Source: an optimization exercise on an open RTL-to-GDS flow (aim: small area, a short achievable clock period and few clock cycles per item). Production flows keep margins and buffers that such runs may drop.
In this exercise RTL edits were held to simulation tests only and were not proved equivalent to the original.
No activity file was given, so power comes from the tool's default toggle rates.

## nmx_sched
module nmx_sched (
    input  wire         clk,
    input  wire         rst,          
    input  wire         cfg_valid,
    output wire         cfg_ready,
    input  wire [159:0] dur,          
    input  wire [31:0]  chunks,
    input  wire [31:0]  images,
    input  wire [31:0]  layers,
    input  wire [15:0]  actv,
    output wire         ev_valid,
    input  wire         ev_ready,
    output wire [2:0]   ev_stage,
    output wire [3:0]   ev_layer,
    output wire [31:0]  ev_image,
    output wire [31:0]  ev_chunk,
    output wire [63:0]  ev_start,
    output wire [63:0]  ev_end,
    output wire         done,
    output wire         err,
    output wire [7:0]   err_code,
    output wire [31:0]  err_index,
    output wire [31:0]  err_value,
    output wire [31:0]  err_limit,
    output wire [31:0]  evcount
);
For scale: about 3200 cells after synthesis, roughly 36000 um2 of cells after synthesis.
Settings: LEC_CHECK=0, CAP_MARGIN=20, CORE_MARGIN=2, CORE_UTILIZATION=60, CTS_CLUSTER_DIAMETER=60, CTS_CLUSTER_SIZE=25, PLACE_DENSITY=0.75, SLEW_MARGIN=20; clock period 16.0 ns.
standard.sh (not shown) runs the stock make flow with config.mk's settings and CLKGATE_MAP_FILE= SYNTH_SCRIPT=/design/flow/synth_recipe.tcl, a recipe that flattens the netlist after the stock synthesis.
==> flow/flow/run.sh <==
#!/bin/bash
set -uo pipefail
bash standard.sh SETUP_SLACK_MARGIN=11.5 "BUFFER_PORTS_ARGS=-buffer_cell sky130_fd_sc_hd__buf_1" finish > flow_make.log 2>&1
status=$?
tail -5 flow_make.log
exit $status
Testbench counts at the start, summed over its fixed seeds: cycles 15,431, events 15,023.
Next try:
--- a/flow/design.v
+++ b/flow/design.v
@@ -101,21 +101,24 @@
     reg         c_err;
     reg  [2:0]  c_code, c_index;
     reg  [4:0]  c_vsel;
     reg         c_lim0, c_lim3, c_lim12;    
     reg         c_limdc, c_limdc2;          
     wire        p1    = (eng == E_P1);
     wire        abit  = ebit;
     wire        cin   = p1 & (ek == 5'd0);
     wire [33:0] esum  = {1'b0, r1[31:0], 1'b0} + {2'b0, r2[31:0] & {32{abit}}} + {33'd0, cin};
     wire        e_ovf = r1[32] | r1[31] | (abit & r2[32]) | esum[33] | esum[32];
-    wire [32:0] r1_nx = {e_ovf, esum[31:0] | {32{e_ovf}}};
+    wire [32:0] r1_nx = {e_ovf, esum[31:0]};    
+    wire        p1_last = p1 & (ek == 5'd0);
+    wire [4:0]  e_idx = p1_last ? q_immsb : ek_m1;
+    wire        e_imb = images[e_idx];
     wire [4:0]  ek_m1 = ek - 5'd1;
     wire        n_small = ~r1[32] & ~|r1[31:13] & ~(r1[12] & |r1[11:0]);
     reg  [7:0]  q_nz;
     reg  [2:0]  nib;
     always @* begin
         nib = 3'd0;
         for (i = 0; i < 8; i = i + 1)
             if (q_nz[i]) nib = i;
     end
     wire [3:0] nibv = images[{nib, 2'b00} +: 4];
@@ -131,21 +134,21 @@
     end
     reg          slot_free;           
     reg          run_pend;            
     reg  [30:0]  d0_r, d1_r, d2_r, d3_r, d4_r;
     reg  [9:0]   ch_r, im_r;
     reg  [3:0]   ly_r;
     reg          ev_v;
     reg  [2:0]   stg;
     reg  [3:0]   lo;                  
     reg  [9:0]   chk;                 
-    reg          is4;
+    reg          is4, is4b;           
     reg  [9:0]   img;
     reg          last_l, last_c, last_i;
     reg  [TW-1:0] ost, oen;
     reg  [TW-1:0] fr1, fr2, fr3, fr4, acc;
     reg  [4:0]   fv;                  
     reg  [4:0]   asel;                
     reg  [4:0]   dsel;                
     reg          bsel;                
     reg          done_r, err_r;
     reg  [12:0]  evcnt;
@@ -307,47 +310,48 @@
         c_lim3  <= f_err & (f_code != 3'd0);
         c_lim12 <= ~f_err | (f_code == 3'd1) | (f_code == 3'd2);
         c_limdc <= f_err & ((f_code == 3'd1) | (f_code == 3'd2));
         c_limdc2 <= |vsel[4:2] & f_err;
         case (eng)
             E_P1: begin
                 if (ek == 5'd0) begin
                     r2   <= r1_nx;
                     r1   <= 33'd0;
                     ek   <= q_immsb;
-                    ebit <= images[q_immsb];
+                    ebit <= e_imb;
                 end else begin
                     r1   <= r1_nx;
                     ek   <= ek_m1;
                     ebit <= q_pc[ek_m1[2:0]];
                 end
             end
             E_P2: begin
                 r1   <= r1_nx;
                 ek   <= ek_m1;
-                ebit <= images[ek_m1];
+                ebit <= e_imb;
             end
-            E_CHK: if (c_err) r1 <= {1'b0, fval};
+            E_CHK: r1 <= c_err ? {1'b0, fval} : {r1[32], r1[31:0] | {32{r1[32]}}};
             default: ;
         endcase
         if (e_init) begin
             r1   <= 33'd0;
             r2   <= {1'b0, chunks};
             ek   <= {2'd0, pcmsb_in};
             ebit <= 1'b1;                 
         end
         ok_r <= ok_n;
         if (load) begin
             ost    <= nst_t;
             oen    <= nen_t;
             stg    <= ns;
             is4    <= (ns == 3'd4);
+            is4b   <= ns[2] & ~ns[1];
             lo     <= lo_n;
             chk    <= ck_n;
             img    <= im_n2;
             last_l <= ll_n;
             last_c <= lc_n;
             last_i <= li_n;
             fv     <= fv_n;
             asel   <= last_n ? 5'd0 : (oh2 & fv_n);
             dsel   <= last_n ? 5'd1 : oh2;
             bsel   <= ~last_n & (ns2 != 3'd0);
@@ -384,21 +388,21 @@
             done_r    <= (accept & ~ok_r) | (take & is_last);
             if (accept & ~ok_r) err_r <= 1'b1;
             if (take & is_last) err_r <= 1'b0;
         end
     end
     assign cfg_ready = rdy_r;
     assign ev_valid  = ev_v;
     assign ev_stage  = stg;
     assign ev_layer  = lo;
     assign ev_image  = {22'd0, img};
-    assign ev_chunk  = {{11{stg[2]}}, {11{is4}}, chk};    
+    assign ev_chunk  = {{8{stg[2]}}, {7{is4}}, {7{is4b}}, chk};
     assign ev_start  = {{(64-TW){1'b0}}, ost};
     assign ev_end    = {{(64-TW){1'b0}}, oen};
     assign done      = done_r;
     assign err       = err_r;
     assign err_code  = {5'b00010, c_code};
     assign err_index = {29'd0, c_index};
     assign err_value = r1[31:0];
     assign err_limit = {1'b0, {18{c_limdc2}}, c_lim12, {8{c_limdc}}, c_lim3, {2{c_limdc}}, c_lim0};
     assign evcount   = {19'd0, evcnt};
 endmodule
- global-route usage barely changes
- worst hold slack got worse by 7.8 ps
- power falls by 11%
- final area goes down by 0.97%
- worst setup slack is better by 4.8 ps
- die area is lower by 1.1%
Testbench counts after the change, summed over its fixed seeds: cycles 15,431, events 15,023.

port drivers added, routing unchanged:
No port has a modelled driver above. Below, the same layouts with a new extraction and two added sets of constraints. Step 1 assumes that a clkbuf_16 drives the clock port and a buf_2 every other input. Step 2, shift: input delay + t, output delay - t, t = (earliest + latest rising clock arrival at the registers) / 2. This alone moves slack from input paths to output paths. a / b / c = no drivers / after step 1 / after step 2; a / b = the first two.
run | shift t [ns] | setup WS [ns] | hold slack, ns | latest minus earliest clock arrival (ns) | worst register clock-pin slew, ns
the first run | 0.690 | 11.444 / 11.376 / 10.893 | 0.453 / 0.453 / 0.453 | 0.038 / 0.038 | 0.10 / 0.10
the second run | 0.691 | 11.448 / 11.382 / 10.907 | 0.445 / 0.445 / 0.445 | 0.037 / 0.037 | 0.10 / 0.10
After both steps every run listed still meets setup and hold. The setup slack of the first run, which loses most, moves by -0.068 ns with the drivers and by -0.551 ns with both steps.
